This is an optimization exercise on Yosys and OpenROAD, whose aim is small area and a short achievable clock period, not a production implementation.
The RTL was checked by simulation tests, not by an equivalence proof against the original design.
Power and IR drop assume default switching activity.

==> design.v <==
module wavegen (
    input  wire        clk,
    input  wire        rst,             
    input  wire [7:0]  cmd,
    input  wire        cmd_valid,
    output wire        cmd_ready,
    output reg         pin,
    output wire        running,
    output wire [31:0] freq_out,
    output wire [31:0] inc_out,
    output wire [7:0]  duty_high_out,
    output wire [7:0]  duty_low_out
);
    localparam [20:0] F_MAX = 21'd1_250_000;   
    localparam [34:0] NUM   = 35'd1_562_500;   
    reg [20:0] freq8;        
    reg        inc_sel;
    reg [3:0]  duty_j;       
    reg        run;
    reg        ready;
    reg [20:0] rem_r;        
    reg [13:0] quo;          
    reg [3:0]  dcnt;         
    reg [13:0] clkdiv_m1;    
    reg [13:0] tick_cnt;
    reg [3:0]  pattern_j;
    reg [3:0]  fq0, fq1, fq2, fq3;   
    reg [2:0]  fifo_cnt;
    reg [3:0]  cur_j;
    reg [3:0]  osr_rem;
    wire [11:0] lo_is, lo_il, lo_ds, lo_dl;
    wavegen_addk #(.W(11), .K(11'd125),  .SUB(0)) u_is (.a(freq8[10:0]), .s(lo_is));
    wavegen_addk #(.W(11), .K(11'd1250), .SUB(0)) u_il (.a(freq8[10:0]), .s(lo_il));
    wavegen_addk #(.W(11), .K(11'd125),  .SUB(1)) u_ds (.a(freq8[10:0]), .s(lo_ds));
    wavegen_addk #(.W(11), .K(11'd1250), .SUB(1)) u_dl (.a(freq8[10:0]), .s(lo_dl));
    wire [9:0]  hi_p, hi_m;
    assign hi_p[0] = 1'b1;
    assign hi_m[0] = 1'b1;
    genvar gi;
    generate
        for (gi = 1; gi < 10; gi = gi + 1) begin : g_hi
            assign hi_p[gi] = hi_p[gi-1] &  freq8[10+gi];
            assign hi_m[gi] = hi_m[gi-1] & !freq8[10+gi];
        end
    endgenerate
    wire [3:0] sat = {freq8[20:8] < 13'd5,
                      freq8[20:7] == 14'd0,
                      freq8[20:9] >= 12'd2439,
                      &(freq8 | ~F_MAX)};
    wire [21:0] rem2 = {rem_r, quo[13]};
    wire [21:0] flip;            
    wire        qbit;            
    wavegen_sub22 u_div (.a(rem2), .b({1'b0, freq8}), .x(flip), .nb(qbit));
    wire        dload = !ready && dcnt == 4'd14;
    wire        dstep = !ready && dcnt[3:1] != 3'b111;    
    always @(posedge clk) begin
        if (dload) begin
            rem_r <= NUM[34:14];
            quo   <= NUM[13:0];
        end else begin
            rem_r <= rem2[20:0] ^ ({21{qbit}} & flip[20:0]);
            if (dstep)
                quo <= {quo[12:0], qbit};
        end
    end
    wire [3:0] j_step = (duty_j == 4'd9) ? 4'd1 : duty_j + 4'd1;
    wire [5:0] dh = (duty_j == 4'd1) ? 6'd5  : (duty_j == 4'd2) ? 6'd10 :
                    (duty_j == 4'd3) ? 6'd15 : (duty_j == 4'd4) ? 6'd20 :
                    (duty_j == 4'd5) ? 6'd25 : (duty_j == 4'd6) ? 6'd30 :
                    (duty_j == 4'd7) ? 6'd35 : (duty_j == 4'd8) ? 6'd40 : 6'd45;
    wire [5:0] dl = 6'd50 - dh;
    wire tz   = tk_b;               
    wire [13:0] tick_dec;
    wire        tk_b;
    wavegen_addk #(.W(14), .K(14'd1), .SUB(1)) u_tk (.a(tick_cnt), .s({tk_b, tick_dec}));
    wire rz   = (osr_rem == 4'd0);
    wire pull = tz & rz;
    wire push = !fifo_cnt[2];
    reg [3:0] head;
    always @(*) begin
        case (fifo_cnt[1:0])
            2'd3:    head = fq1;
            2'd2:    head = fq2;
            2'd1:    head = fq3;
            default: head = fq0;
        endcase
    end
    wire pin_tick = rz ? 1'b0 : (osr_rem <= cur_j);
    always @(posedge clk) begin
        if (!run) begin
            tick_cnt <= clkdiv_m1;
            osr_rem  <= 4'd0;
            fifo_cnt <= 3'd0;
        end else begin
            tick_cnt <= tz ? clkdiv_m1 : tick_dec;
            if (tz)
                osr_rem <= rz ? 4'd9 : osr_rem - 4'd1;
            if (push && !pull)
                fifo_cnt <= fifo_cnt + 3'd1;
            else if (pull && !push)
                fifo_cnt <= fifo_cnt - 3'd1;
        end
        if (pull)
            cur_j <= head;
        if (push) begin
            fq3 <= pattern_j;
            fq2 <= fq3;
            fq1 <= fq2;
            fq0 <= fq1;
        end
    end
    wire [20:0] freq8_d;
    wire        inc_sel_d, run_d, ready_d, pin_d, div_load;
    wire [3:0]  duty_j_d;
    wire [3:0]  dcnt_d;
    wavegen_late u_late (
        .rst(rst), .cmd(cmd), .cmd_valid(cmd_valid),
        .ready(ready), .run(run), .pin(pin), .inc_sel(inc_sel),
        .freq8(freq8), .lo_is(lo_is), .lo_il(lo_il), .lo_ds(lo_ds), .lo_dl(lo_dl),
        .hi_p(hi_p), .hi_m(hi_m), .sat(sat),
        .duty_j(duty_j), .j_step(j_step),
        .dcnt(dcnt), .tz(tz), .pin_tick(pin_tick),
        .freq8_d(freq8_d), .inc_sel_d(inc_sel_d), .duty_j_d(duty_j_d),
        .run_d(run_d), .ready_d(ready_d), .dcnt_d(dcnt_d), .pin_d(pin_d),
        .div_load(div_load)
    );
    always @(posedge clk) begin
        freq8   <= freq8_d;
        inc_sel <= inc_sel_d;
        duty_j  <= duty_j_d;
        run     <= run_d;
        ready   <= ready_d;
        dcnt    <= dcnt_d;
        pin     <= pin_d;
        if (div_load) begin
            clkdiv_m1 <= quo;
            pattern_j <= duty_j;
        end
    end
    assign cmd_ready     = ready;
    assign running       = run;
    assign freq_out      = {8'd0, freq8, 3'd0};
    assign inc_out       = inc_sel ? 32'd10_000 : 32'd1_000;
    assign duty_high_out = {1'b0, dh, 1'b0};
    assign duty_low_out  = {1'b0, dl, 1'b0};
endmodule
module wavegen_late (
    input  wire        rst,
    input  wire [7:0]  cmd,
    input  wire        cmd_valid,
    input  wire        ready,
    input  wire        run,
    input  wire        pin,
    input  wire        inc_sel,
    input  wire [20:0] freq8,
    input  wire [11:0] lo_is, lo_il, lo_ds, lo_dl,
    input  wire [9:0]  hi_p, hi_m,
    input  wire [3:0]  sat,
    input  wire [3:0]  duty_j, j_step,
    input  wire [3:0]  dcnt,
    input  wire        tz,
    input  wire        pin_tick,
    output wire [20:0] freq8_d,
    output wire        inc_sel_d,
    output wire [3:0]  duty_j_d,
    output wire        run_d,
    output wire        ready_d,
    output wire [3:0]  dcnt_d,
    output wire        pin_d,
    output wire        div_load
);
    localparam [20:0] F_MIN = 21'd125;
    localparam [20:0] F_MAX = 21'd1_250_000;
    localparam [20:0] F_RST = 21'd2_500;
    wire acc     = cmd_valid & ready & (cmd[3:1] == 3'b000);
    wire c_fr    = acc & (cmd[7:5] == 3'b001);             
    wire c_sel   = acc & (cmd[7:4] == 4'h4);
    wire acc0    = acc & !cmd[0];
    wire c_start = acc0 & (cmd[7:4] == 4'h1);
    wire c_step  = acc0 & (cmd[7:4] == 4'h5);
    wire c_sync  = acc0 & (cmd[7:4] == 4'h6);
    wire c_stop  = acc0 & (cmd[7:4] == 4'h7);
    wire dec     = cmd[4];
    wire sel     = cmd[0];
    reg [11:0] lo;
    reg        sat_x;
    always @(*) begin
        case ({dec, sel})
            2'b00:   begin lo = lo_is; sat_x = sat[0]; end
            2'b01:   begin lo = lo_il; sat_x = sat[1]; end
            2'b10:   begin lo = lo_ds; sat_x = sat[2]; end
            default: begin lo = lo_dl; sat_x = sat[3]; end
        endcase
    end
    wire        cy    = lo[11];
    wire [9:0]  hi    = freq8[20:11] ^ ({10{cy & !dec}} & hi_p | {10{cy & dec}} & hi_m);
    wire [20:0] f_new = sat_x ? (dec ? F_MIN : F_MAX) : {hi, lo[10:0]};
    assign freq8_d   = rst ? F_RST : c_fr ? f_new : freq8;
    assign inc_sel_d = rst ? 1'b1 : c_sel ? sel : inc_sel;
    assign duty_j_d  = rst ? 4'd5 : c_step ? j_step : duty_j;
    assign run_d     = !rst & (c_start | (run & !c_stop));
    assign ready_d   = !rst & !c_fr & (ready | dcnt == 4'd15);
    assign dcnt_d    = (rst | c_fr) ? 4'd14 : dcnt - 4'd1;
    assign pin_d     = rst ? 1'b0 :
                       !run ? (c_start | pin) :
                       (tz & !c_stop) ? pin_tick : pin;
    assign div_load  = !run | c_sync | c_stop;    
endmodule
module wavegen_addk #(parameter W = 8, parameter [W-1:0] K = 0, parameter SUB = 0) (
    input  wire [W-1:0] a,
    output wire [W:0]   s
);
    wire [W:0] c;
    assign c[0] = 1'b0;
    genvar i;
    generate
        for (i = 0; i < W; i = i + 1) begin : g
            assign s[i] = a[i] ^ K[i] ^ c[i];
            if (SUB == 0)
                assign c[i+1] = K[i] ? (a[i] | c[i]) : (a[i] & c[i]);
            else
                assign c[i+1] = K[i] ? (!a[i] | c[i]) : (!a[i] & c[i]);
        end
    endgenerate
    assign s[W] = c[W];
endmodule
module wavegen_sub22 (
    input  wire [21:0] a,
    input  wire [21:0] b,
    output wire [21:0] x,
    output wire        nb
);
    wire [22:0] c;               
    assign c[0] = 1'b0;
    genvar i;
    generate
        for (i = 0; i < 22; i = i + 1) begin : g
            wire p = a[i] ^ b[i];
            assign x[i]   = b[i] ^ c[i];
            assign c[i+1] = p ? b[i] : c[i];
        end
    endgenerate
    assign nb = !c[22];
endmodule
==> flow/run.sh <==
#!/bin/bash
# Layout flow: the standard ORFS flow (standard.sh) with the settings in
# flow/extra.mk added on top of the standard flow's config.mk:
#  - SETUP_SLACK_MARGIN: repair_timing keeps working until every path has this
#    much slack at the design's clock period, so the gates on the paths from
#    the inputs and to the outputs get sized and buffered for speed;
#  - ADDER_MAP_FILE empty: Yosys does not extract half/full adder cells, so
#    ABC maps the (ripple) arithmetic to plain gates, which is smaller here;
#  - BUFFER_PORTS_ARGS: the cell the port buffers start from.
# The clock period, constraints and synthesis script are the standard flow's.
set -euo pipefail
W=$(pwd)
{ echo "include $W/config.mk"; cat flow/extra.mk; } > "$W/flow_config.mk"
sed "s#DESIGN_CONFIG=[^ ]*#DESIGN_CONFIG=$W/flow_config.mk#" standard.sh > flow_standard.sh
bash flow_standard.sh > flow_make.log 2>&1
==> flow/extra.mk <==
export SETUP_SLACK_MARGIN = 46.5
export ADDER_MAP_FILE =
export BUFFER_PORTS_ARGS = -buffer_cell sky130_fd_sc_hd__buf_2
==> standard.sh <==
#!/bin/bash
# synth_recipe.tcl (not shown) runs the flow's synth.tcl, then flattens the netlist and writes it again
# the make line also repeats each setting of config.mk as NAME=value (left out here)
make -C /OpenROAD-flow-scripts/flow DESIGN_CONFIG=/design/flow/config.mk WORK_HOME=/design/flow/orfs CLKGATE_MAP_FILE= SYNTH_SCRIPT=/design/flow/synth_recipe.tcl "${@:-finish}"
==> config.mk <==
export PLATFORM = sky130hd
export DESIGN_NAME = wavegen
export DESIGN_NICKNAME = wavegen
export VERILOG_FILES = /design/flow/design.v
export SDC_FILE = /design/flow/constraint.sdc
export NUM_CORES = 4
export LEC_CHECK = 0
export CAP_MARGIN = 20
export CORE_MARGIN = 2
export CORE_UTILIZATION = 70
export CTS_BUF_LIST = sky130_fd_sc_hd__clkbuf_8
export SLEW_MARGIN = 20
==> constraint.sdc <==
create_clock -name core_clock -period 60.0 [get_ports {clk}]
set_input_delay 12.0000 -clock core_clock [delete_from_list [all_inputs] [get_ports {clk}]]
set_output_delay 12.0000 -clock core_clock [all_outputs]
set_load 0.01 [all_outputs]
==> flow_metrics.env, run 1 <==
export IMPL_status="complete, no violations"
export IMPL_async_flop_share_pct=0
export IMPL_mostFrequentLayoutCell="dfxtp_1"
export IMPL_cp_data_required_time_ns=60.37
export IMPL_critPathMaxFanout=3
export IMPL_worst_pin_slew_ns=0.7963
export IMPL_p_sw_mw=0.08560
export IMPL_clk_pin_slew_worst_paths_ns=0.07
export IMPL_rsz0062_at_grt="true"
export IMPL_drt_iter0_drc=570
export IMPL_stdcell_count=1009
export IMPL_layout_nets=874
export IMPL_grt_use_total_pct=29.60
export IMPL_ys_seq_elements=127
export IMPL_intPower_mw=0.1795
export IMPL_p_leak_nw=3.049
export IMPL_syn_area_um2=7114
export IMPL_diodes=0
export IMPL_finalWeightedCongestion=0.8966
export IMPL_pwr_share_clk_pct=31.2
export IMPL_ir_drop_mv=0.02420
export IMPL_hold_viol=0
export IMPL_synth_area_leaders="dfxtp_1, edfxtp_1, o21ai_0, buf_4, a21oi_1"
export IMPL_final_cell_mix="dfxtp_1, o21ai_0, nor2_1"
export IMPL_hold_path_startpoint="pattern_j[2]"
export IMPL_route_vias_total=6234
export IMPL_fin_crit_sh_pct=22.85
export IMPL_min_path_type="reg -> reg"
export IMPL_synth_area_per_cell_um2=8.613
export IMPL_fillers=654
export IMPL_synth_top_area_share_pct=25.04
export IMPL_ctsHoldBuffers=0
export IMPL_synth_cell_types=72
export IMPL_utilization_pct=81.59
export IMPL_synth_edf_count=38
export IMPL_rows=36
export IMPL_combPwrFrac_pct=24.8
export IMPL_yosysTopAreaCell="dfxtp_1"
export IMPL_grt_max_degree=40
export IMPL_multi_input_area_um2=3859
export IMPL_io_buffers=53
export IMPL_powerDensity_nw_per_um2=33.09
export IMPL_cts_buffer_depth=2
export IMPL_hpwl_um=10760
export IMPL_cts_tree="done"
export IMPL_startpoint_type="input port"
export IMPL_synth_cells=826
export IMPL_ff_latch_area_um2=2939
export IMPL_grt_antenna_before_repair=0
export IMPL_cts_buffers_inserted=17
export IMPL_tns_ns=0
export IMPL_clock_skew_ns=0.01235
export IMPL_die_height_um=104.8
export IMPL_route_detailed_drc=0
export IMPL_drv_cap=0
export IMPL_area_growth_pct=12.61
export IMPL_ys_flop_type="dfxtp_1"
export IMPL_startpoint="cmd[0]"
export IMPL_setup_viol=0
export IMPL_dp_cells=955
export IMPL_arrival_ns=14.07
export IMPL_maxSlewViolCount=0
export IMPL_wirelength_um=16600
export IMPL_max_freq_ghz=0.07294
export IMPL_cts_sinks=127
export IMPL_finalCriticalPeriod_ns=13.71
export IMPL_cts_root_buf="clkbuf_8"
export IMPL_core_area_um2=9819
export IMPL_max_slew_margin_pct=46.67
export IMPL_path_class="in -> reg"
export IMPL_reg2reg_from="freq8[1]"
export IMPL_p_total_mw=0.2651
export IMPL_drive_gt1_share_pct=18.38
export IMPL_detail_route_wl_per_cell_um=16.46
export IMPL_yosysSeqAreaShare_pct=41.08
export IMPL_vias_per_cell=6.178
export IMPL_ctsHtreeMaxLevel=4
export IMPL_detail_route_antenna_nets=0
export IMPL_switching_share_pct=32.29
export IMPL_die_w_um=104.8
export IMPL_clk_latency_ns=0.44
export IMPL_grt_ovfl_total=0
export IMPL_io_pins=94
export IMPL_grt_pass1_wl_um=26280
export IMPL_start_util_pct=72.45
export IMPL_end_kind="flop"
export IMPL_drt_pass1_iterations=5
export IMPL_die_area_um2=10990
export IMPL_power_frac_seq_pct=44.0
export IMPL_yosys_warnings=2
export IMPL_grt_pass1_vias=5557
-- synthesized netlist by cell type (4+ instances only) --
cell and n:
edfxtp_1 38, a211oi_1 6, nand2b_1 33, o21ai_0 71, o22ai_1 6, o211ai_1 4
or4_1 4, nand3_1 20, clkbuf_1 40, nand4_1 5, o22a_1 6, a22o_1 8
xnor2_1 27, inv_1 23, dfxtp_1 89, nor2b_1 22, a311oi_1 4, and2_1 6
a31oi_1 14, mux4_2 5, xor2_1 15, buf_4 47, maj3_1 9, or3_1 31
nor3b_1 5, a21boi_0 4, nor3_1 29, nand2_1 54, nor4_1 4, o21a_1 6
buf_2 5, a21oi_1 63, nor2_1 63
-- through the flow --
step	setup WS, ns	area (µm²)	hold slack [ns]
floorplan	45.88	7332	0.4003
global placement	45.47	7178	0.4039
detailed placement	45.34	7178	0.4093
CTS	46.29	7814	0.4261
global route	46.18	8011	0.4413
finish	46.29	8011	0.4272
-- path summary, 6_finish.rpt --
check / cells past startpoint / slack, ns / end
hold / removal: 0 / 0.43 / fq3[2]
setup reg to reg: 11 / 56.20 / rem_r[10]
hold reg to reg: 0 / 0.43 / fq3[2]
setup / recovery: 12 / 46.29 / freq8[20]
-- area by class of cell --
type	count	area share (%)
Multi-Input combinational cell	617	48.16
Inverter	24	1.124
Clock inverter	14	2.374
Clock buffer	18	3.092
Timing Repair Buffer	76	6.481
Tap cell	133	2.077
Sequential cell	127	36.69
-- flip-flops by register name, summed over array words and instances (netlist names) --
register and count:
dcnt 4, osr_rem 4, clkdiv_m1 14, run 1, ready 1, quo 14
fq1 4, tick_cnt 14, inc_sel 1, fq2 4, rem_r 21, duty_j 4
fifo_cnt 3, fq3 4, freq8 21, fq0 4, cur_j 4, pin 1
pattern_j 4
-- timing repair --
action | CTS | global route
setup endpoints to repair | 25 | 20
pin swaps | 12 | 10
setup buffers | 10 | 11
cloned | 1 | 0
resized for setup | 28 | 27
-- cells by family after synthesis --
family	after synthesis	synth area share, %
fa+ha+maj	9	1.266
other cells	2	0.1056
buf+inv	120	9.110
simple gates	291	21.30
xor+xnor	42	5.171
compound gates	224	19.49
mux	11	2.480
flops	127	41.08
-- worst max-delay path: stages --
cell and delay (ns):
buf_16 0.10, nand2b_4 0.14, a211oi_4 0.22, nand2_2 0.12
a21oi_4 0.16, a211oi_2 0.07, nand4b_1 0.24, or2_4 0.29
nor3_2 0.11, nor2_1 0.07, or4_1 0.39, a31oi_1 0.17
-- per-layer routing --
metal,track usage [%],wire length (µm)
met2,48.93,7935
met1,37.66,6861
met3,6.176,1272
met4,12.67,534
met5,0,0
-- power by group through the flow --
stage	clock (mW)	combinational (mW)	sequential (mW)
after floorplan	0	0.0567	0.114
after global placement	0	0.0598	0.117
after detailed placement	0	0.0632	0.118
after CTS	0.0828	0.0648	0.116
after global routing	0.0863	0.0740	0.119
final	0.0826	0.0658	0.117
==> inputs of run 2 (changes only) <==
==> flow/extra.mk (replaced) <==
export SETUP_SLACK_MARGIN = 46.5
export ADDER_MAP_FILE =
export BUFFER_PORTS_ARGS = -buffer_cell sky130_fd_sc_hd__buf_2
export SKIP_REPAIR_TIE_FANOUT = 1
--- a/config.mk
+++ b/config.mk
@@ -8,5 +8,5 @@
 export CAP_MARGIN = 20
 export CORE_MARGIN = 2
-export CORE_UTILIZATION = 70
+export CORE_UTILIZATION = 40
 export CTS_BUF_LIST = sky130_fd_sc_hd__clkbuf_8
 export SLEW_MARGIN = 20
==> run 2 against run 1 <==
  * Still clean
  * Global-route usage down 13 points
  * Utilization is 36 points lower
  * Synthesized cell count unchanged
  * Clock power fell by 9.2%
  * Worst setup slack worse by 0.010 ns
  * Non-clock buffer count increased by 6
  * Via count shrank 7.3%
  * Count of clock-buffer cells in the layout stayed put
  * Final cell count grew 5.9%
  * Critical endpoint unchanged
  * Largest cell class unchanged
==> flow_metrics.env, run 2 <==
export IMPL_status="complete, no violations"
export IMPL_die_height_um=137.4
export IMPL_drive_gt1_share_pct=19.43
export IMPL_ctsHtreeMaxLevel=4
export IMPL_synth_edf_count=38
export IMPL_layout_nets=842
export IMPL_synth_top_area_share_pct=25.04
export IMPL_p_total_mw=0.2538
export IMPL_crit_chain="buf_16 > nand2b_4 > a211oi_4 > nand2_1 > a21oi_2 > a211oi_2 > nand4b_1 > or2_1 > nor3_1 > nor2_1 > or4_1 > a31oi_1"
export IMPL_arrival_ns=14.10
export IMPL_die_area_um2=18870
export IMPL_wirelength_um=15190
export IMPL_max_freq_ghz=0.07289
export IMPL_cp_top_family="simple AND/OR/NAND/NOR gates"
export IMPL_die_w_um=137.4
export IMPL_worst_pin_slew_ns=0.7146
export IMPL_drv_cap=0
export IMPL_hold_viol=0
export IMPL_route_vias_total=5776
export IMPL_synth_area_leaders="dfxtp_1, edfxtp_1, o21ai_0, buf_4, a21oi_1"
export IMPL_route_detailed_drc=0
export IMPL_slowest_delay_ns=0.39
export IMPL_hpwl_um=10190
export IMPL_path_buf_inv=1
export IMPL_synth_cell_types=72
export IMPL_detail_route_wl_per_cell_um=14.21
export IMPL_diodes=0
export IMPL_vias_per_cell=5.403
export IMPL_synth_commonest_cells="dfxtp_1, o21ai_0, a21oi_1, nor2_1, nand2_1"
export IMPL_final_cell_mix="dfxtp_1, o21ai_0, nor2_1"
export IMPL_ff_latch_area_um2=2937
export IMPL_cts_root_buf="clkbuf_8"
export IMPL_cts_buffers_inserted=17
export IMPL_rows=48
export IMPL_setup_viol=0
export IMPL_area_growth_pct=12.06
export IMPL_fin_crit_sh_pct=22.87
export IMPL_drt_iter0_drc=344
export IMPL_grt_pass1_wl_um=25290
export IMPL_async_flop_share_pct=0
export IMPL_mostFrequentLayoutCell="dfxtp_1"
export IMPL_syn_area_um2=7114
export IMPL_powerDensity_nw_per_um2=31.84
export IMPL_startpoint_type="input port"
export IMPL_grt_use_total_pct=16.75
export IMPL_fillers=1623
export IMPL_grt_ovfl_total=0
export IMPL_yosys_warnings=2
export IMPL_p_leak_nw=2.918
export IMPL_max_slew_margin_pct=52.14
export IMPL_detail_route_antenna_nets=0
export IMPL_rsz0062_at_grt="true"
export IMPL_finalWeightedCongestion=0.8813
export IMPL_cts_buffer_depth=2
export IMPL_finalCriticalPeriod_ns=13.72
export IMPL_clock_skew_ns=0.01742
export IMPL_yosysSeqAreaShare_pct=41.08
export IMPL_clk_pin_slew_worst_paths_ns=0.08
export IMPL_yosysTopAreaCell="dfxtp_1"
export IMPL_cp_data_required_time_ns=60.38
export IMPL_worst_path_max_delay_cell="or4_1"
export IMPL_synth_most_common_cell="dfxtp_1"
export IMPL_synth_cells=826
export IMPL_ys_seq_elements=127
export IMPL_tns_ns=0
export IMPL_min_path_type="reg -> reg"
export IMPL_multi_input_area_um2=3691
export IMPL_critPathMaxFanout=7
export IMPL_drt_pass1_iterations=5
export IMPL_grt_max_degree=40
export IMPL_ir_drop_mv=0.01287
export IMPL_grt_pass1_vias=5224
export IMPL_cts_tree="done"
export IMPL_core_area_um2=17360
export IMPL_io_buffers=53
export IMPL_reg_top3="freq8 (21), rem_r (21)"
export IMPL_io_pins=94
export IMPL_ys_flop_type="dfxtp_1"
export IMPL_ctsHoldBuffers=0
export IMPL_grt_antenna_before_repair=0
export IMPL_cts_sinks=127
export IMPL_end_kind="flop"
export IMPL_maxSlewViolCount=0
export IMPL_synth_area_per_cell_um2=8.613
export IMPL_start_util_pct=40.99
export IMPL_clk_latency_ns=0.45
export IMPL_path_class="in -> reg"
run 2: per-stage QoR:
| stage | std cells | worst slack [ns] | cell area, µm² | hold slack, ns | util [%] |
|---|---|---|---|---|---|
| 6_report | 1069 | 46.28 | 7973 | 0.4223 | 45.93 |
| 5_1_grt | 1069 | 46.22 | 7973 | 0.4314 | 45.93 |
| 4_1_cts | 1053 | 46.29 | 7716 | 0.4245 | 44.46 |
| 3_5_place_dp | 1010 | 45.32 | 7158 | 0.4052 | 41.24 |
| 3_3_place_gp | 1010 | 45.41 | 7158 | 0.4015 | 41.24 |
| 2_1_floorplan | 826 | 45.88 | 7189 | 0.4003 | - |
run 2: worst register-to-register path, delay by kind of cell (launching register included):
kind,cells,cell delay (ns)
compound gates,8,2.31
simple gates,3,0.97
flops,1,0.48
run 2: final cells by class:
class	instances	area share, %
clock buffer	18	3.107
clock inverter	14	1.977
inverter	24	1.130
multi-input combinational	579	46.30
sequential	127	36.83
tap	225	3.531
timing repair buffer	82	7.125
run 2: what timing repair did:
action,in CTS,in global routing
resized for setup,23,25
pin swaps,9,14
setup buffers,11,15
cloned,0,1
setup endpoints to repair,25,29
run 2: metal layers:
metal	share of wire, %	vias up	wire length, µm	track usage, %
li1	-	2923	-	-
met1	49	2673	7372	23.03
met2	45	160	6794	25.82
met3	5.5	20	829	3.569
met4	1.3	0	196	6.300
met5	0	-	0	0
run 2: report_power, final:
part           total [mW]  switching (mW)  internal [mW]
Combinational      0.0631          0.0339         0.0293
Clock              0.0750          0.0363         0.0387
Sequential          0.116          0.0120          0.104
Total               0.254          0.0821          0.172
run 2: final timing paths:
check / from / endpoint / slack [ns] / cells past startpoint
setup / recovery: cmd[0] / freq8[20] / 46.28 / 12
hold / removal: pattern_j[2] / fq3[2] / 0.42 / 0
setup reg to reg: freq8[0] / rem_r[17] / 56.16 / 11
hold reg to reg: pattern_j[2] / fq3[2] / 0.42 / 0
run 2: logic make-up after synthesis:
group	share of synthesized area, %
simple gates	21.30
mux	2.480
fa+ha+maj	1.266
xor+xnor	5.171
other cells	0.1056
flops	41.08
buf+inv	9.110
compound gates	19.49
==> inputs of run 3 (changes only) <==
==> flow/extra.mk (replaced) <==
export SETUP_SLACK_MARGIN = 46.8
export ADDER_MAP_FILE =
export BUFFER_PORTS_ARGS = -buffer_cell sky130_fd_sc_hd__buf_2
export SKIP_REPAIR_TIE_FANOUT = 1
==> run 3 against run 2 <==
  * Synthesized cell count did not move
  * Register-to-register slack improved by 0.12 ns
  * Via count rose by 2.8%
  * Hold slack got worse by 0.0033 ns
  * Power rose by 0.56%
  * Clock skew fell by 0.0050 ns
  * First-iteration DRC count rose by 2.9%
  * Critical path type unchanged
  * Largest cell class unchanged
  * Still clean
==> flow_metrics.env, run 3 <==
export IMPL_mostFrequentLayoutCell="dfxtp_1"
export IMPL_maxSlewViolCount=0
export IMPL_startpoint_type="input port"
export IMPL_min_path_type="reg -> reg"
export IMPL_yosys_warnings=2
export IMPL_clk_pin_slew_worst_paths_ns=0.09
export IMPL_async_flop_share_pct=0
export IMPL_synth_area_leaders="dfxtp_1, edfxtp_1, o21ai_0, buf_4, a21oi_1"
export IMPL_synth_adder_area_share_pct=1.266
export IMPL_area_growth_pct=16.58
export IMPL_synth_edf_count=38
export IMPL_status="complete, no violations"
export IMPL_grt_max_degree=40
export IMPL_diodes=0
export IMPL_drive_gt1_share_pct=25.09
export IMPL_endpoint="freq8[20]"
export IMPL_hpwl_um=10150
export IMPL_drv_cap=0
export IMPL_grt_pass1_vias=5213
export IMPL_arrival_ns=14.06
export IMPL_route_vias_total=5935
export IMPL_die_area_um2=18870
export IMPL_yosysSeqAreaShare_pct=41.08
export IMPL_io_pins=94
export IMPL_die_height_um=137.4
export IMPL_setup_slack_ns=46.32
export IMPL_cts_sinks=127
export IMPL_layout_nets=855
export IMPL_synth_compound_gate_area_share_pct=19.49
export IMPL_grt_pass1_wl_um=25710
export IMPL_detail_route_antenna_nets=0
export IMPL_ys_flop_type="dfxtp_1"
export IMPL_pre_cts_slack_ns=45.35
export IMPL_ctsHtreeMaxLevel=4
export IMPL_yosysTopAreaCell="dfxtp_1"
export IMPL_detail_route_wl_per_cell_um=14.73
export IMPL_drt_iter0_drc=354
export IMPL_synth_simple_area_share_pct=21.30
export IMPL_stdcell_count=1082
export IMPL_cts_tree="done"
export IMPL_path_class="in -> reg"
export IMPL_io_buffers=53
export IMPL_synth_mux_area_share_pct=2.480
export IMPL_p_leak_nw=3.092
export IMPL_path_buf_inv=1
export IMPL_grt_antenna_before_repair=0
export IMPL_clock_skew_ns=0.01237
export IMPL_rsz0062_at_grt="true"
export IMPL_cp_num_cells=12
export IMPL_hold_viol=0
export IMPL_die_w_um=137.4
export IMPL_synth_cell_types=72
export IMPL_slowest_delay_ns=0.40
export IMPL_cts_buffers_inserted=17
export IMPL_synth_most_common_cell="dfxtp_1"
export IMPL_finalWeightedCongestion=0.8371
export IMPL_cp_data_required_time_ns=60.38
export IMPL_fillers=1641
export IMPL_synth_top_family_by_area="simple AND/OR/NAND/NOR gates"
export IMPL_worst_path_max_delay_cell="or4_1"
export IMPL_reg2reg_from="freq8[0]"
export IMPL_startpoint="cmd[0]"
export IMPL_setup_viol=0
export IMPL_vias_per_cell=5.485
export IMPL_fin_crit_sh_pct=22.79
export IMPL_worst_pin_slew_ns=0.6774
export IMPL_grt_ovfl_total=0
export IMPL_dp_cells=1011
export IMPL_start_util_pct=40.99
export IMPL_ff2ff_setup_slack_ns=56.28
export IMPL_clk_latency_ns=0.45
export IMPL_tns_ns=0
export IMPL_cts_buffer_depth=2
export IMPL_synth_commonest_cells="dfxtp_1, o21ai_0, a21oi_1, nor2_1, nand2_1"
export IMPL_crit_chain="buf_16 > nand2b_4 > a211oi_4 > nand2_1 > a21oi_2 > a211oi_2 > nand4b_1 > or2_1 > nor3_2 > nor2_1 > or4_1 > a31oi_1"
export IMPL_synth_top_area_share_pct=25.04
export IMPL_max_freq_ghz=0.07312
export IMPL_drt_pass1_iterations=7
export IMPL_reg_top3="freq8 (21), rem_r (21)"
export IMPL_grt_use_total_pct=17.15
export IMPL_r2r_end="rem_r[14]"
export IMPL_end_kind="flop"
export IMPL_ys_seq_elements=127
export IMPL_dpl_cell_area_um2=7187
export IMPL_synth_xor_area_share_pct=5.171
export IMPL_r2r_cells=12
export IMPL_stdcell_area_um2=8294
export IMPL_route_detailed_drc=0
export IMPL_critPathMaxFanout=3
export IMPL_synth_area_per_cell_um2=8.613
export IMPL_max_slew_margin_pct=54.63
export IMPL_wirelength_um=15930
export IMPL_final_cell_mix="dfxtp_1, o21ai_0, nor2_1"
export IMPL_finalCriticalPeriod_ns=13.68
export IMPL_ir_drop_mv=0.01439
export IMPL_cts_root_buf="clkbuf_8"
export IMPL_syn_area_um2=7114
export IMPL_powerDensity_nw_per_um2=30.78
export IMPL_synth_cells=826
export IMPL_cp_top_family="simple AND/OR/NAND/NOR gates"
export IMPL_rows=48
export IMPL_core_area_um2=17360
run 3: cell counts after synthesis:
Identical to the previous run, type by type.
run 3: area by class of cell:
cell class | count | area, µm² | share of cell area [%]
multi-input cells | 579 | 3819 | 46.04
clock inverters | 15 | 173.9 | 2.097
well taps | 225 | 281.5 | 3.394
inverters | 24 | 90.09 | 1.086
repair buffers | 95 | 728.2 | 8.780
flip-flops and latches | 127 | 2968 | 35.78
clock buffers | 17 | 234.0 | 2.821
run 3: worst min path at each step:
stage,cells past startpoint,startpoint,to,slack (ns)
4_1_cts,0,pattern_j[3],fq3[3],0.42
3_3_place_gp,0,pattern_j[1],fq3[1],0.40
6_report,0,pattern_j[3],fq3[3],0.42
3_5_place_dp,0,pattern_j[3],fq3[3],0.41
5_1_grt,0,pattern_j[3],fq3[3],0.44
2_1_floorplan,0,pattern_j[0],fq3[0],0.40
run 3: timing repair:
action                                  4_1_cts  5_1_grt
endpoints found under the setup margin       69       36
gates resized for setup                      72       32
hold buffers                                  0        0
pin swaps                                    19       13
setup buffers                                25       12
cloned                                        1        1
run 3: per-stage QoR:
stage / util, % / hold WS, ns / total power [mW]
after global placement: 41.41 / 0.4016 / 0.1789
after detailed placement: 41.41 / 0.4065 / 0.1800
after CTS: 46.35 / 0.4189 / 0.2574
final: 47.79 / 0.4189 / 0.2553
after floorplan: - / 0.4003 / 0.1713
after global routing: 47.79 / 0.4369 / 0.2739
run 3: cell families (layout without fill, tap and decap cells):
group,count (synthesis),after routing
AOI/OAI and AO/OA,224,224
xor gates and xnor gates,42,42
adders and majority gates,9,9
buffers and inverters,120,151
DFF,127,127
muxes,11,11
other,2,2
and+or+nand+nor,291,291
run 3: power breakdown:
| part | leakage [nW] | switching (mW) | internal, mW |
|---|---|---|---|
| Sequential | 1.13 | 0.0121 | 0.104 |
| Clock | 0.206 | 0.0376 | 0.0382 |
| Combinational | 1.76 | 0.0341 | 0.0297 |
| Total | 3.09 | 0.0839 | 0.171 |
run 3: routing by layer:
| layer | up-vias | global-route usage (%) | routed length [µm] |
|---|---|---|---|
| met5 | - | 0 | 0 |
| met4 | 0 | 6.300 | 313 |
| met3 | 28 | 3.716 | 772 |
| met2 | 151 | 27.17 | 7182 |
| met1 | 2800 | 23.01 | 7664 |
| li1 | 2956 | - | - |
run 3: worst reg2reg max path, delay by kind of cell, from the launching register on:
family	cells	cell delay [ns]
AOI/OAI and AO/OA	8	2.24
and+or+nand+nor	3	0.90
DFF	1	0.33
buffers and inverters	1	0.19
==> inputs of run 4 (changes only) <==
==> flow/extra.mk (replaced) <==
export SETUP_SLACK_MARGIN = 46.5
export ADDER_MAP_FILE =
export BUFFER_PORTS_ARGS = -buffer_cell sky130_fd_sc_hd__buf_2
export SKIP_REPAIR_TIE_FANOUT = 1
--- a/config.mk
+++ b/config.mk
@@ -8,5 +8,5 @@
 export CAP_MARGIN = 20
 export CORE_MARGIN = 2
-export CORE_UTILIZATION = 40
+export CORE_UTILIZATION = 70
 export CTS_BUF_LIST = sky130_fd_sc_hd__clkbuf_8
 export SLEW_MARGIN = 20
==> run 4 against run 3 <==
  * Via count grew 2.2%
  * Final cell count shrank 10%
  * Utilization grew 32 points
  * Still clean
  * Critical path type unchanged
  * Clock skew grew 0.0055 ns
  * Worst setup slack lost 0.10 ns
  * Largest cell class unchanged
  * Die area shrank 42%
  * Sequential cell count is the same
  * Count of clock-buffer cells in the layout is the same
  * Clock power shrank 3%
  * Design area shrank 5.4%
  * Global-route usage grew 13 points
  * First-iteration DRC count grew 31%
==> flow_metrics.env, run 4 <==
export IMPL_synth_xor_area_share_pct=5.171
export IMPL_startpoint_type="input port"
export IMPL_die_w_um=104.8
export IMPL_fin_crit_sh_pct=22.96
export IMPL_mostFrequentLayoutCell="dfxtp_1"
export IMPL_grt_antenna_before_repair=0
export IMPL_yosys_warnings=2
export IMPL_ir_drop_mv=0.02819
export IMPL_die_area_um2=10990
export IMPL_p_total_mw=0.2567
export IMPL_drive_gt1_share_pct=19.33
export IMPL_finalCriticalPeriod_ns=13.78
export IMPL_max_slew_margin_pct=51.61
export IMPL_synth_mux_area_share_pct=2.480
export IMPL_io_pins=94
export IMPL_drv_cap=0
export IMPL_worst_pin_slew_ns=0.7219
export IMPL_tns_ns=0
export IMPL_synth_most_common_cell="dfxtp_1"
export IMPL_syn_area_um2=7114
export IMPL_diodes=0
export IMPL_start_util_pct=72.45
export IMPL_synth_top_family_by_area="simple AND/OR/NAND/NOR gates"
export IMPL_synth_compound_gate_area_share_pct=19.49
export IMPL_cts_buffers_inserted=17
export IMPL_core_area_um2=9819
export IMPL_powerDensity_nw_per_um2=32.72
export IMPL_synth_area_leaders="dfxtp_1, edfxtp_1, o21ai_0, buf_4, a21oi_1"
export IMPL_cts_buffer_depth=2
export IMPL_synth_edf_count=38
export IMPL_arrival_ns=14.16
export IMPL_setup_viol=0
export IMPL_status="complete, no violations"
export IMPL_worst_path_max_delay_cell="or4_1"
export IMPL_end_kind="flop"
export IMPL_synth_top_area_share_pct=25.04
export IMPL_ctsHoldBuffers=0
export IMPL_reg_top3="freq8 (21), rem_r (21)"
export IMPL_cts_sinks=127
export IMPL_synth_commonest_cells="dfxtp_1, o21ai_0, a21oi_1, nor2_1, nand2_1"
export IMPL_die_height_um=104.8
export IMPL_hold_viol=0
export IMPL_max_freq_ghz=0.07258
export IMPL_grt_use_total_pct=29.98
export IMPL_grt_ovfl_total=0
export IMPL_detail_route_wl_per_cell_um=16.95
export IMPL_wl_met3_um=757
export IMPL_synth_cells=826
export IMPL_route_detailed_drc=0
export IMPL_p_leak_nw=2.913
export IMPL_clk_pin_slew_worst_paths_ns=0.08
export IMPL_ys_seq_elements=127
export IMPL_async_flop_share_pct=0
export IMPL_vias_per_cell=6.247
export IMPL_grt_pass1_vias=5749
export IMPL_wirelength_um=16460
export IMPL_synth_simple_area_share_pct=21.30
export IMPL_io_buffers=53
export IMPL_slowest_delay_ns=0.39
export IMPL_wl_met1_um=6733
export IMPL_ctsHtreeMaxLevel=4
export IMPL_ys_flop_type="dfxtp_1"
export IMPL_rsz0062_at_grt="true"
export IMPL_layout_nets=836
export IMPL_critPathMaxFanout=3
export IMPL_yosysSeqAreaShare_pct=41.08
export IMPL_cts_tree="done"
export IMPL_grt_pass1_wl_um=26700
export IMPL_wl_met2_um=8517
export IMPL_maxSlewViolCount=0
export IMPL_grt_max_degree=40
export IMPL_crit_chain="buf_16 > nand2b_4 > a211oi_4 > nand2_2 > a21oi_2 > a211oi_2 > nand4b_1 > or2_1 > nor3_1 > nor2_1 > or4_1 > a31oi_1"
export IMPL_path_class="in -> reg"
export IMPL_synth_cell_types=72
export IMPL_cts_root_buf="clkbuf_8"
export IMPL_finalWeightedCongestion=0.9118
export IMPL_dr_max_layer_used="met4"
export IMPL_detail_route_antenna_nets=0
export IMPL_final_cell_mix="dfxtp_1, o21ai_0, a21oi_1, nor2_1"
export IMPL_hpwl_um=10480
export IMPL_route_vias_total=6066
export IMPL_clk_latency_ns=0.45
export IMPL_cp_data_required_time_ns=60.38
export IMPL_drt_iter0_drc=463
export IMPL_rows=36
export IMPL_drt_pass1_iterations=8
export IMPL_synth_area_per_cell_um2=8.613
export IMPL_clock_skew_ns=0.01783
export IMPL_yosysTopAreaCell="dfxtp_1"
export IMPL_area_growth_pct=10.27
export IMPL_min_path_type="reg -> reg"
export IMPL_synth_adder_area_share_pct=1.266
## run 4: cell families after synthesis
group | Yosys count
compound gates | 224
buf+inv | 120
xor+xnor | 42
simple gates | 291
mux | 11
flops | 127
other cells | 2
fa+ha+maj | 9
## run 4: repair_timing
action,4_1_cts,5_1_grt
gates cloned,1,0
pin swaps,13,10
buffers inserted,13,8
gates resized for setup,35,23
setup endpoints to repair,25,26
## run 4: power breakdown
| part | internal, mW | switching (mW) | total [mW] |
|---|---|---|---|
| clock network | 0.0402 | 0.0336 | 0.0738 |
| registers | 0.104 | 0.0126 | 0.116 |
| logic | 0.0294 | 0.0372 | 0.0666 |
| total | 0.173 | 0.0834 | 0.257 |
## run 4: worst paths after layout
| check | start | endpoint | slack, ns | cells past startpoint |
|---|---|---|---|---|
| hold reg to reg | pattern_j[3] | fq3[3] | 0.43 | 0 |
| hold / removal | pattern_j[3] | fq3[3] | 0.43 | 0 |
| setup reg to reg | freq8[1] | rem_r[11] | 56.00 | 11 |
| setup / recovery | cmd[0] | freq8[20] | 46.22 | 12 |
## run 4: metal layers
metal,global-route usage [%],up-vias
li1,-,2905
met1,35.23,2904
met2,51.86,212
met3,6.737,45
met4,14.19,0
met5,0,-
## run 4: cell type report
class	count	area, µm²
fill	666	1974
clock buffer	17	234.0
tap	133	166.4
clock inverter	15	157.7
timing repair buffer	76	538.0
sequential	127	2939
multi-input combinational	579	3720
inverter	24	90.09
## run 4: per-stage QoR
step	utilization, %	setup slack (ns)	hold slack [ns]	area [µm²]	std cells
after floorplan	-	45.88	0.4003	7189	826
after global placement	71.65	45.47	0.4011	7036	917
after detailed placement	71.65	45.39	0.4056	7036	917
after CTS	78.33	46.28	0.4248	7691	963
after global routing	79.89	46.12	0.4269	7845	971
final	79.89	46.22	0.4282	7845	971
## run 4: worst max-delay path: cells and delay by family
| family | cells | cell delay (ns) |
|---|---|---|
| AOI/OAI and AO/OA | 4 | 0.64 |
| buffers and inverters | 1 | 0.10 |
| and+or+nand+nor | 7 | 1.41 |
==> inputs of run 5 (changes only) <==
--- a/config.mk
+++ b/config.mk
@@ -9,4 +9,5 @@
 export CORE_MARGIN = 2
 export CORE_UTILIZATION = 70
-export CTS_BUF_LIST = sky130_fd_sc_hd__clkbuf_8
+export CTS_BUF_LIST = sky130_fd_sc_hd__clkbuf_4
+export CTS_CLUSTER_SIZE = 12
 export SLEW_MARGIN = 20
==> run 5 against run 4 <==
  * Area after synthesis unchanged
  * Design area decreased by 1.9%
  * Sequential cell count unchanged
  * First-iteration DRC count increased by 30%
  * Sequential share of layout area increased by 0.79 points
  * Non-clock buffer count decreased by 7
  * Power decreased by 4.9%
  * Via count decreased by 1.9%
  * Synthesized cell count unchanged
  * Die area unchanged
  * Global-route usage decreased by 0.91 points
  * Final cell count decreased by 0.72%
==> flow_metrics.env, run 5 <==
export IMPL_setup_viol=0
export IMPL_cts_buffer_depth=2
export IMPL_io_pins=94
export IMPL_final_cell_mix="dfxtp_1, o21ai_0, nor2_1"
export IMPL_end_kind="output pin"
export IMPL_clk_latency_ns=0.54
export IMPL_cp_data_required_time_ns=48.00
export IMPL_drt_iter0_drc=603
export IMPL_cts_root_buf="clkbuf_4"
export IMPL_rows=36
export IMPL_diodes=0
export IMPL_fin_crit_sh_pct=22.84
export IMPL_p_leak_nw=2.822
export IMPL_r2r_end="rem_r[17]"
export IMPL_synth_top_area_share_pct=25.04
export IMPL_slowest_delay_ns=0.42
export IMPL_detail_route_antenna_nets=0
export IMPL_cts_sinks=127
export IMPL_ys_flop_type="dfxtp_1"
export IMPL_yosysSeqAreaShare_pct=41.08
export IMPL_yosys_warnings=2
export IMPL_area_growth_pct=8.125
export IMPL_vias_per_cell=6.174
export IMPL_tns_ns=0
export IMPL_finalCriticalPeriod_ns=13.71
export IMPL_synth_area_leaders="dfxtp_1, edfxtp_1, o21ai_0, buf_4, a21oi_1"
export IMPL_path_class="reg -> out"
export IMPL_ff2ff_setup_slack_ns=56.14
export IMPL_grt_pass1_vias=5618
export IMPL_clk_pin_slew_worst_paths_ns=0.12
export IMPL_synth_edf_count=38
export IMPL_worst_pin_slew_ns=0.7063
export IMPL_grt_pass1_wl_um=26000
export IMPL_reg2reg_from="freq8[1]"
export IMPL_cts_buffers_inserted=17
export IMPL_cts_tree="done"
export IMPL_ctsHtreeMaxLevel=4
export IMPL_drive_gt1_share_pct=18.53
export IMPL_start_util_pct=72.45
export IMPL_synth_cell_types=72
export IMPL_maxSlewViolCount=0
export IMPL_synth_most_common_cell="dfxtp_1"
export IMPL_status="complete, no violations"
export IMPL_route_vias_total=5952
export IMPL_worst_path_max_delay_cell="dfxtp_4"
export IMPL_wirelength_um=15840
export IMPL_finalWeightedCongestion=0.9118
export IMPL_arrival_ns=1.71
export IMPL_die_w_um=104.8
export IMPL_hpwl_um=10480
export IMPL_drt_pass1_iterations=5
export IMPL_max_freq_ghz=0.07296
export IMPL_grt_ovfl_total=0
export IMPL_yosysTopAreaCell="dfxtp_1"
export IMPL_route_detailed_drc=0
export IMPL_synth_commonest_cells="dfxtp_1, o21ai_0, a21oi_1, nor2_1, nand2_1"
export IMPL_io_buffers=53
export IMPL_endpoint="duty_high_out[3]"
export IMPL_r2r_cells=11
export IMPL_hold_ws_ns=0.4372
export IMPL_reg_top3="freq8 (21), rem_r (21)"
export IMPL_ir_drop_mv=0.02776
export IMPL_crit_chain="nor2b_4 > nor2b_4 > a21oi_2 > nor2_1 > nor2_1 > buf_2"
export IMPL_min_path_type="reg -> reg"
export IMPL_powerDensity_nw_per_um2=31.75
export IMPL_detail_route_wl_per_cell_um=16.43
export IMPL_drv_cap=0
export IMPL_startpoint_type="flop"
export IMPL_syn_area_um2=7114
export IMPL_grt_antenna_before_repair=0
export IMPL_async_flop_share_pct=0
export IMPL_max_slew_margin_pct=52.69
export IMPL_synth_area_per_cell_um2=8.613
export IMPL_ys_seq_elements=127
export IMPL_clock_skew_ns=0.02130
export IMPL_die_area_um2=10990
export IMPL_hold_viol=0
export IMPL_synth_cells=826
export IMPL_stdcell_count=964
export IMPL_layout_nets=829
export IMPL_grt_max_degree=40
export IMPL_core_area_um2=9819
export IMPL_mostFrequentLayoutCell="dfxtp_1"
export IMPL_dpl_cell_area_um2=7036
export IMPL_startpoint="duty_j[1]"
export IMPL_die_height_um=104.8
export IMPL_grt_use_total_pct=29.07
export IMPL_rsz0062_at_grt="true"
export IMPL_stdcell_area_um2=7692
export IMPL_fillers=691
export IMPL_critPathMaxFanout=5
export IMPL_dp_cells=917
[run 5: cells by family after synthesis]
| family | share of synthesized area [%] |
|---|---|
| fa+ha+maj | 1.266 |
| other cells | 0.1056 |
| xor+xnor | 5.171 |
| compound gates | 19.49 |
| flops | 41.08 |
| buf+inv | 9.110 |
| simple gates | 21.30 |
| mux | 2.480 |
[run 5: cell type report]
class | instances | area, µm² | area share (%)
Multi-Input combinational cell | 579 | 3701 | 48.11
Sequential cell | 127 | 2943 | 38.26
Clock inverter | 11 | 142.6 | 1.854
Inverter | 24 | 90.09 | 1.171
Timing Repair Buffer | 69 | 491.7 | 6.392
Tap cell | 133 | 166.4 | 2.163
Clock buffer | 21 | 157.7 | 2.049
[run 5: how the worst min path moves through the flow]
stage | startpoint | to | cells past startpoint | slack (ns)
3_5_place_dp | pattern_j[0] | fq3[0] | 0 | 0.41
3_3_place_gp | pattern_j[0] | fq3[0] | 0 | 0.40
4_1_cts | pattern_j[0] | fq3[0] | 0 | 0.43
2_1_floorplan | pattern_j[0] | fq3[0] | 0 | 0.40
5_1_grt | pattern_j[3] | fq3[3] | 0 | 0.44
6_report | pattern_j[2] | fq3[2] | 0 | 0.44
[run 5: stage by stage]
step | util [%] | total power [mW] | setup WS (ns)
after floorplan | - | 0.1711 | 45.88
after CTS | 76.45 | 0.2442 | 46.34
after global routing | 78.34 | 0.2601 | 46.17
final | 78.34 | 0.2442 | 46.29
after global placement | 71.65 | 0.1786 | 45.47
after detailed placement | 71.65 | 0.1821 | 45.39
[run 5: metal layers]
metal,wire (µm),GRT usage [%]
met5,0,0
met3,798,6.675
met2,8009,50.70
met4,473,12.19
met1,6562,34.39
[run 5: worst max-delay path: cells and delay by family (launching register included)]
kind / cells / cell delay (ns)
AOI/OAI and AO/OA: 1 / 0.04
buffers and inverters: 1 / 0.14
and+or+nand+nor: 4 / 0.56
DFF: 1 / 0.42
[run 5: what timing repair did]
item	in CTS	in global routing
endpoints found under the setup margin	22	22
buffers inserted	4	10
pin swaps	12	7
hold buffers	0	0
cloned	1	0
resized for setup	29	29
[run 5: where the power goes]
group	internal, mW	switching [mW]
logic	0.0292	0.0368
clock network	0.0305	0.0317
registers	0.104	0.0124
total	0.163	0.0808
==> inputs of run 6 (changes only) <==
--- a/config.mk
+++ b/config.mk
@@ -8,6 +8,5 @@
 export CAP_MARGIN = 20
 export CORE_MARGIN = 2
-export CORE_UTILIZATION = 70
+export CORE_UTILIZATION = 85
 export CTS_BUF_LIST = sky130_fd_sc_hd__clkbuf_4
-export CTS_CLUSTER_SIZE = 12
 export SLEW_MARGIN = 20
==> run 6 against run 5 <==
  * The run now fails in global routing (5_1_grt)
  * Synthesized cell count unchanged
  * Area after synthesis unchanged
==> flow_metrics.env, run 6 <==
export IMPL_ys_flop_type="dfxtp_1"
export IMPL_start_util_pct=87.02
export IMPL_io_buffers=53
export IMPL_grt_ovfl_total=608
export IMPL_yosysSeqAreaShare_pct=41.08
export IMPL_synth_top_area_share_pct=25.04
export IMPL_synth_commonest_cells="dfxtp_1, o21ai_0, a21oi_1, nor2_1, nand2_1"
export IMPL_status="stopped before the end"
export IMPL_ctsHoldBuffers=0
export IMPL_synth_area_per_cell_um2=8.613
export IMPL_cts_buffers_inserted=17
export IMPL_crit_endpoint="duty_high_out[4]"
export IMPL_io_pins=94
export IMPL_ctsHtreeMaxLevel=4
export IMPL_dpl_cell_area_um2=7000
export IMPL_syn_area_um2=7114
export IMPL_yosys_warnings=2
export IMPL_cts_root_buf="clkbuf_4"
export IMPL_ys_seq_elements=127
export IMPL_die_height_um=95.49
export IMPL_hpwl_um=12190
export IMPL_synth_area_leaders="dfxtp_1, edfxtp_1, o21ai_0, buf_4, a21oi_1"
export IMPL_cts_buffer_depth=2
export IMPL_async_flop_share_pct=0
export IMPL_synth_most_common_cell="dfxtp_1"
export IMPL_lastStage="global routing (5_1_grt)"
export IMPL_finalWeightedCongestion=0.9588
export IMPL_grt_max_degree=40
export IMPL_rows=33
export IMPL_worst_endpoint_pin_kind="output port"
export IMPL_synth_edf_count=38
export IMPL_cts_sinks=127
export IMPL_grt_use_total_pct=95.64
export IMPL_error_line="[ERROR GRT-0232] Routing congestion too high. Check the congestion heatmap in the GUI."
export IMPL_die_w_um=95.49
export IMPL_synth_cells=826
export IMPL_yosysTopAreaCell="dfxtp_1"
export IMPL_synth_cell_types=72
## run 6: cell counts after synthesis
No cell type changed its count.
## run 6: how the worst min path moves through the flow
stage,endpoint,cells after the start,slack (ns),startpoint
after CTS,fq3[3],0,0.44,pattern_j[3]
after global placement,fq3[3],0,0.40,pattern_j[3]
after floorplan,fq3[0],0,0.40,pattern_j[0]
after detailed placement,fq3[2],0,0.42,pattern_j[2]
## run 6: cell families after synthesis
kind of cell / after synthesis / share of synthesized area (%)
adders and majority gates: 9 / 1.266
AOI/OAI and AO/OA: 224 / 19.49
muxes: 11 / 2.480
and+or+nand+nor: 291 / 21.30
xor gates and xnor gates: 42 / 5.171
other: 2 / 0.1056
DFF: 127 / 41.08
buffers and inverters: 120 / 9.110
## run 6: per-layer routing
metal	overflow	global-route usage, %
met2	355	118.5
met5	3	34.52
met3	5	72.33
met4	238	120.7
met1	7	85.14
## run 6: what timing repair did
item / 4_1_cts
resized for setup: 43
cloned: 1
pin swaps: 12
setup buffers: 22
setup endpoints to repair: 28
## run 6: stage by stage
step / cells / setup WS (ns) / utilization, % / hold slack, ns / total power [mW]
detailed placement: 889 / 45.36 / 85.63 / 0.4179 / 0.1843
CTS: 944 / 46.36 / 93.68 / 0.4396 / 0.2441
global placement: 889 / 45.46 / 85.63 / 0.4049 / 0.1776
floorplan: 826 / 45.88 / - / 0.4003 / 0.1711
## run 6: power by group through the flow
stage	registers [mW]	logic, mW	clock network, mW
CTS	0.117	0.0673	0.0597
detailed placement	0.119	0.0655	0
global placement	0.117	0.0609	0
floorplan	0.114	0.0567	0
==> inputs of run 7 (changes only) <==
--- a/config.mk
+++ b/config.mk
@@ -8,5 +8,5 @@
 export CAP_MARGIN = 20
 export CORE_MARGIN = 2
-export CORE_UTILIZATION = 85
+export CORE_UTILIZATION = 70
 export CTS_BUF_LIST = sky130_fd_sc_hd__clkbuf_4
 export SLEW_MARGIN = 20
==> run 7 against run 6 <==
  * The run now finishes clean
  * Area after synthesis unchanged
  * Synthesized cell count stayed put
==> flow_metrics.env, run 7 <==
export IMPL_syn_area_um2=7114
export IMPL_rsz0062_at_grt="true"
export IMPL_synth_cell_types=72
export IMPL_arrival_ns=1.71
export IMPL_critPathMaxFanout=5
export IMPL_drive_gt1_share_pct=18.53
export IMPL_io_pins=94
export IMPL_worst_path_max_delay_cell="dfxtp_4"
export IMPL_reg_top3="freq8 (21), rem_r (21)"
export IMPL_synth_edf_count=38
export IMPL_clk_pin_slew_worst_paths_ns=0.12
export IMPL_cts_buffer_depth=2
export IMPL_maxSlewViolCount=0
export IMPL_cts_sinks=127
export IMPL_clk_latency_ns=0.54
export IMPL_synth_mux_area_share_pct=2.480
export IMPL_synth_area_leaders="dfxtp_1, edfxtp_1, o21ai_0, buf_4, a21oi_1"
export IMPL_min_path_type="reg -> reg"
export IMPL_synth_top_area_share_pct=25.04
export IMPL_detail_route_antenna_nets=0
export IMPL_p_leak_nw=2.822
export IMPL_start_util_pct=72.45
export IMPL_finalCriticalPeriod_ns=13.71
export IMPL_powerDensity_nw_per_um2=31.75
export IMPL_drv_cap=0
export IMPL_diodes=0
export IMPL_path_class="reg -> out"
export IMPL_status="complete, no violations"
export IMPL_area_growth_pct=8.125
export IMPL_clock_skew_ns=0.02130
export IMPL_ys_flop_type="dfxtp_1"
export IMPL_finalWeightedCongestion=0.9118
export IMPL_route_vias_total=5952
export IMPL_die_area_um2=10990
export IMPL_async_flop_share_pct=0
export IMPL_startpoint_type="flop"
export IMPL_ctsHtreeMaxLevel=4
export IMPL_final_cell_mix="dfxtp_1, o21ai_0, nor2_1"
export IMPL_route_detailed_drc=0
export IMPL_synth_compound_gate_area_share_pct=19.49
export IMPL_die_height_um=104.8
export IMPL_synth_commonest_cells="dfxtp_1, o21ai_0, a21oi_1, nor2_1, nand2_1"
export IMPL_setup_viol=0
export IMPL_vias_per_cell=6.174
export IMPL_drt_iter0_drc=603
export IMPL_synth_top_family_by_area="simple AND/OR/NAND/NOR gates"
export IMPL_cp_data_required_time_ns=48.00
export IMPL_max_slew_margin_pct=52.69
export IMPL_p_total_mw=0.2442
export IMPL_cts_root_buf="clkbuf_4"
export IMPL_core_area_um2=9819
export IMPL_die_w_um=104.8
export IMPL_yosys_warnings=2
export IMPL_synth_xor_area_share_pct=5.171
export IMPL_fillers=691
export IMPL_io_buffers=53
export IMPL_wirelength_um=15840
export IMPL_grt_antenna_before_repair=0
export IMPL_ir_drop_mv=0.02776
export IMPL_hold_viol=0
export IMPL_synth_cells=826
export IMPL_ff_latch_area_um2=2943
export IMPL_max_freq_ghz=0.07296
export IMPL_slowest_delay_ns=0.42
export IMPL_utilization_pct=78.34
export IMPL_dpl_cell_area_um2=7036
export IMPL_yosysTopAreaCell="dfxtp_1"
export IMPL_mostFrequentLayoutCell="dfxtp_1"
export IMPL_cts_tree="done"
export IMPL_grt_pass1_vias=5618
export IMPL_synth_area_per_cell_um2=8.613
export IMPL_stdcell_area_um2=7692
export IMPL_fin_crit_sh_pct=22.84
export IMPL_cts_buffers_inserted=17
export IMPL_rows=36
export IMPL_ys_seq_elements=127
export IMPL_end_kind="output pin"
export IMPL_layout_nets=829
export IMPL_grt_max_degree=40
export IMPL_tns_ns=0
export IMPL_hpwl_um=10480
export IMPL_grt_pass1_wl_um=26000
export IMPL_crit_chain="nor2b_4 > nor2b_4 > a21oi_2 > nor2_1 > nor2_1 > buf_2"
export IMPL_drt_pass1_iterations=5
export IMPL_grt_ovfl_total=0
export IMPL_yosysSeqAreaShare_pct=41.08
export IMPL_ctsHoldBuffers=0
export IMPL_hold_ws_ns=0.4372
export IMPL_synth_most_common_cell="dfxtp_1"
export IMPL_detail_route_wl_per_cell_um=16.43
export IMPL_multi_input_area_um2=3701
export IMPL_grt_use_total_pct=29.07
export IMPL_synth_adder_area_share_pct=1.266
export IMPL_synth_simple_area_share_pct=21.30
export IMPL_worst_pin_slew_ns=0.7063
## run 7: worst paths after layout
check	start	endpoint	slack, ns	cells past startpoint
max	duty_j[1]	duty_high_out[3]	46.29	6
min	pattern_j[2]	fq3[2]	0.44	0
max reg2reg	freq8[1]	rem_r[17]	56.14	11
min reg2reg	pattern_j[2]	fq3[2]	0.44	0
## run 7: what timing repair did
item,CTS,global route
gates resized for setup,29,29
pin swaps,12,7
cloned,1,0
endpoints found under the setup margin,22,22
setup buffers,4,10
## run 7: kinds of logic (layout without fill, tap and decap cells)
kind of cell	after synthesis	after routing
and+or+nand+nor	291	291
buffers and inverters	120	125
xor gates and xnor gates	42	42
DFF	127	127
muxes	11	11
adders and majority gates	9	9
other	2	2
AOI/OAI and AO/OA	224	224
## run 7: cell type report
class / count / area share, %
clock buffers: 21 / 2.049
multi-input cells: 579 / 48.11
repair buffers: 69 / 6.392
inverters: 24 / 1.171
clock inverters: 11 / 1.854
well taps: 133 / 2.163
flip-flops and latches: 127 / 38.26
## run 7: critical path, delay by kind of cell (launching register included)
kind	cells	cell delay (ns)
buf+inv	1	0.14
simple gates	4	0.56
flops	1	0.42
compound gates	1	0.04
## run 7: per-stage QoR
step,setup slack (ns),instances
floorplan,45.88,826
global placement,45.47,917
detailed placement,45.39,917
CTS,46.34,954
global route,46.17,964
finish,46.29,964
## run 7: metal layers
layer  global-route usage [%]  share of wire [%]
met1                    34.39                 41
met2                    50.70                 51
met3                    6.675                5.0
met4                    12.19                3.0
met5                        0                  0
## run 7: power by group
| group | switching [mW] | internal [mW] | leakage, nW | total (mW) |
|---|---|---|---|---|
| clock | 0.0317 | 0.0305 | 0.154 | 0.0622 |
| sequential | 0.0124 | 0.104 | 1.12 | 0.116 |
| combinational | 0.0368 | 0.0292 | 1.55 | 0.0660 |
==> inputs of run 8 (changes only) <==
==> flow/extra.mk (replaced) <==
export SETUP_SLACK_MARGIN = 46.3
export ADDER_MAP_FILE =
export BUFFER_PORTS_ARGS = -buffer_cell sky130_fd_sc_hd__buf_2
export SKIP_REPAIR_TIE_FANOUT = 1
==> run 8 against run 7 <==
  * Still clean
  * Count of clock-buffer cells in the layout is 4 lower
  * Routed wire length is 1.7% higher
  * Synthesized cell count stayed put
  * Worst setup slack better by 0.034 ns
  * Fmax is 0.25% higher
  * Hold slack worse by 0.023 ns
  * Combinational power is 0.8% lower
  * Area after synthesis stayed put
  * Final cell count stayed put
  * Sequential power hardly changed
  * Largest cell class unchanged
==> flow_metrics.env, run 8 <==
export IMPL_ys_seq_elements=127
export IMPL_worst_path_max_delay_cell="or4_1"
export IMPL_drv_cap=0
export IMPL_ctsHtreeMaxLevel=4
export IMPL_slowest_delay_ns=0.39
export IMPL_reg_top3="freq8 (21), rem_r (21)"
export IMPL_cts_tree="done"
export IMPL_cp_data_required_time_ns=60.46
export IMPL_detail_route_antenna_nets=0
export IMPL_async_flop_share_pct=0
export IMPL_cts_root_buf="clkbuf_4"
export IMPL_dp_cells=916
export IMPL_grt_max_degree=40
export IMPL_cts_sinks=127
export IMPL_stdcell_area_um2=7586
export IMPL_synth_mux_area_share_pct=2.480
export IMPL_intPower_mw=0.1580
export IMPL_hpwl_um=10870
export IMPL_cts_buffers_inserted=17
export IMPL_fillers=706
export IMPL_core_area_um2=9819
export IMPL_synth_area_per_cell_um2=8.613
export IMPL_drive_gt1_share_pct=17.09
export IMPL_route_detailed_drc=0
export IMPL_synth_cell_types=72
export IMPL_synth_area_leaders="dfxtp_1, edfxtp_1, o21ai_0, buf_4, a21oi_1"
export IMPL_area_growth_pct=6.630
export IMPL_clk_pin_slew_worst_paths_ns=0.12
export IMPL_yosysTopAreaCell="dfxtp_1"
export IMPL_multi_input_area_um2=3656
export IMPL_start_util_pct=72.45
export IMPL_vias_per_cell=6.192
export IMPL_hold_viol=0
export IMPL_clock_skew_ns=0.01635
export IMPL_max_slew_margin_pct=51.83
export IMPL_combPwrFrac_pct=27.0
export IMPL_min_path_type="reg -> reg"
export IMPL_yosysSeqAreaShare_pct=41.08
export IMPL_worst_pin_slew_ns=0.7202
export IMPL_route_vias_total=5969
export IMPL_synth_most_common_cell="dfxtp_1"
export IMPL_synth_edf_count=38
export IMPL_maxSlewViolCount=0
export IMPL_dpl_cell_area_um2=7018
export IMPL_clk_latency_ns=0.53
export IMPL_fin_crit_sh_pct=22.79
export IMPL_wirelength_um=16110
export IMPL_finalCriticalPeriod_ns=13.67
export IMPL_synth_adder_area_share_pct=1.266
export IMPL_arrival_ns=14.14
export IMPL_critPathMaxFanout=4
export IMPL_synth_xor_area_share_pct=5.171
export IMPL_stdcell_count=964
export IMPL_hold_ws_ns=0.4139
export IMPL_setup_slack_ns=46.33
export IMPL_powerDensity_nw_per_um2=31.94
export IMPL_status="complete, no violations"
export IMPL_ys_flop_type="dfxtp_1"
export IMPL_pwr_share_clk_pct=24.9
export IMPL_rsz0062_at_grt="true"
export IMPL_synth_compound_gate_area_share_pct=19.49
export IMPL_cts_buffer_depth=2
export IMPL_ir_drop_mv=0.02268
export IMPL_ff_latch_area_um2=2935
export IMPL_finalWeightedCongestion=0.8845
export IMPL_diodes=0
export IMPL_switching_share_pct=34.79
export IMPL_io_buffers=53
export IMPL_max_freq_ghz=0.07315
export IMPL_drt_pass1_iterations=6
export IMPL_utilization_pct=77.26
export IMPL_crit_chain="buf_16 > nand2b_4 > a211oi_4 > nand2_2 > a21oi_2 > a211oi_2 > nand4b_1 > or2_1 > nor3_2 > nor2_1 > or4_1 > a31oi_1"
export IMPL_io_pins=94
export IMPL_tns_ns=0
export IMPL_power_frac_seq_pct=48.0
export IMPL_end_kind="flop"
export IMPL_synth_top_area_share_pct=25.04
export IMPL_cp_top_family="simple AND/OR/NAND/NOR gates"
export IMPL_startpoint_type="input port"
export IMPL_drt_iter0_drc=465
export IMPL_grt_pass1_vias=5632
export IMPL_grt_use_total_pct=29.22
export IMPL_die_w_um=104.8
export IMPL_p_leak_nw=2.805
export IMPL_rows=36
export IMPL_yosys_warnings=2
export IMPL_layout_nets=829
export IMPL_p_total_mw=0.2423
export IMPL_synth_cells=826
export IMPL_die_area_um2=10990
export IMPL_synth_top_family_by_area="simple AND/OR/NAND/NOR gates"
export IMPL_ctsHoldBuffers=0
export IMPL_grt_pass1_wl_um=26060
export IMPL_grt_antenna_before_repair=0
export IMPL_grt_ovfl_total=0
export IMPL_final_cell_mix="dfxtp_1, o21ai_0, a21oi_1"
export IMPL_die_height_um=104.8
export IMPL_path_buf_inv=1
export IMPL_path_class="in -> reg"
export IMPL_setup_viol=0
export IMPL_pre_cts_slack_ns=45.41
export IMPL_synth_simple_area_share_pct=21.30
export IMPL_synth_commonest_cells="dfxtp_1, o21ai_0, a21oi_1, nor2_1, nand2_1"
export IMPL_p_sw_mw=0.08430
export IMPL_mostFrequentLayoutCell="dfxtp_1"
export IMPL_syn_area_um2=7114
export IMPL_detail_route_wl_per_cell_um=16.71
[run 8: changes by cell type in the layout (fill, tap and decap cells not counted), sizes merged]
cell      before  now
inv           24   29
clkbuf        21   18
clkinv         4    6
clkinvlp       4    2
bufbuf         1    0
bufinv         3    2
[run 8: area by class of cell]
| cell class | instances | area share (%) |
|---|---|---|
| Clock inverter | 15 | 2.095 |
| Clock buffer | 17 | 1.682 |
| Inverter | 24 | 1.188 |
| Sequential cell | 127 | 38.69 |
| Multi-Input combinational cell | 579 | 48.19 |
| Timing Repair Buffer | 69 | 5.954 |
| Tap cell | 133 | 2.194 |
[run 8: cells by family (layout without fill, tap and decap cells)]
group | after synthesis | count (layout)
buf+inv | 120 | 125
simple gates | 291 | 291
xor+xnor | 42 | 42
mux | 11 | 11
compound gates | 224 | 224
flops | 127 | 127
fa+ha+maj | 9 | 9
other cells | 2 | 2
[run 8: power groups by stage]
stage | combinational [mW] | clock, mW | sequential (mW)
detailed placement | 0.0639 | 0 | 0.118
global route | 0.0736 | 0.0653 | 0.119
CTS | 0.0647 | 0.0612 | 0.116
floorplan | 0.0566 | 0 | 0.114
global placement | 0.0616 | 0 | 0.117
finish | 0.0655 | 0.0604 | 0.116
[run 8: final timing paths]
| kind | from | endpoint | slack, ns | cells after the start |
|---|---|---|---|---|
| max | cmd[0] | freq8[20] | 46.33 | 12 |
| min reg2reg | pattern_j[0] | fq3[0] | 0.41 | 0 |
| max reg2reg | freq8[1] | rem_r[17] | 56.06 | 11 |
| min | pattern_j[0] | fq3[0] | 0.41 | 0 |
[run 8: per-layer routing]
layer | vias up | part of all wire (%) | track usage [%]
met5 | - | 0 | 0
met4 | 0 | 2.8 | 10.95
met3 | 41 | 4.9 | 5.926
met2 | 208 | 50 | 50.23
met1 | 2821 | 42 | 36.25
li1 | 2899 | - | -
[run 8: what timing repair did]
item                                    in CTS  in global routing
buffers inserted                             5                 10
endpoints found under the setup margin      15                 23
pin swaps                                    3                 14
cloned                                       0                  1
resized for setup                           10                 27

## re-timing with driven ports
The flow's constraints put no driver on any port. The routed layouts listed below were extracted and timed again, unchanged, in two steps.
Step 1: set_driving_cell puts a clkbuf_16 on clk and a buf_2 on each other input, an assumption about the parent block.
Step 2 times the ports against the registers' clock, not the clock port: input delays grow and output delays shrink by t, the midpoint of the rising clock arrivals with the driver on.
a / b / c = no drivers / after step 1 / after step 2; a / b = the first two.
run | t, ns | setup WS [ns] | worst setup path after step 2 | worst register clock-pin slew, ns
run 1 | 0.472 | 46.290 / 46.238 / 45.766 | input to register | 0.08 / 0.08
run 2 | 0.483 | 46.280 / 46.231 / 45.748 | input to register | 0.09 / 0.09
run 3 | 0.479 | 46.325 / 46.251 / 45.772 | input to register | 0.09 / 0.09
run 4 | 0.468 | 46.222 / 46.159 / 45.691 | input to register | 0.08 / 0.08
run 5 | 0.565 | 46.295 / 46.261 / 45.702 | input to register | 0.12 / 0.12
run 7 | 0.565 | 46.295 / 46.261 / 45.702 | input to register | 0.12 / 0.12
run 8 | 0.557 | 46.329 / 46.254 / 45.697 | input to register | 0.13 / 0.13
After both steps every run listed still meets setup and hold. The setup slack of run 8, which loses most, moves by -0.075 ns with the drivers and by -0.632 ns with both steps.
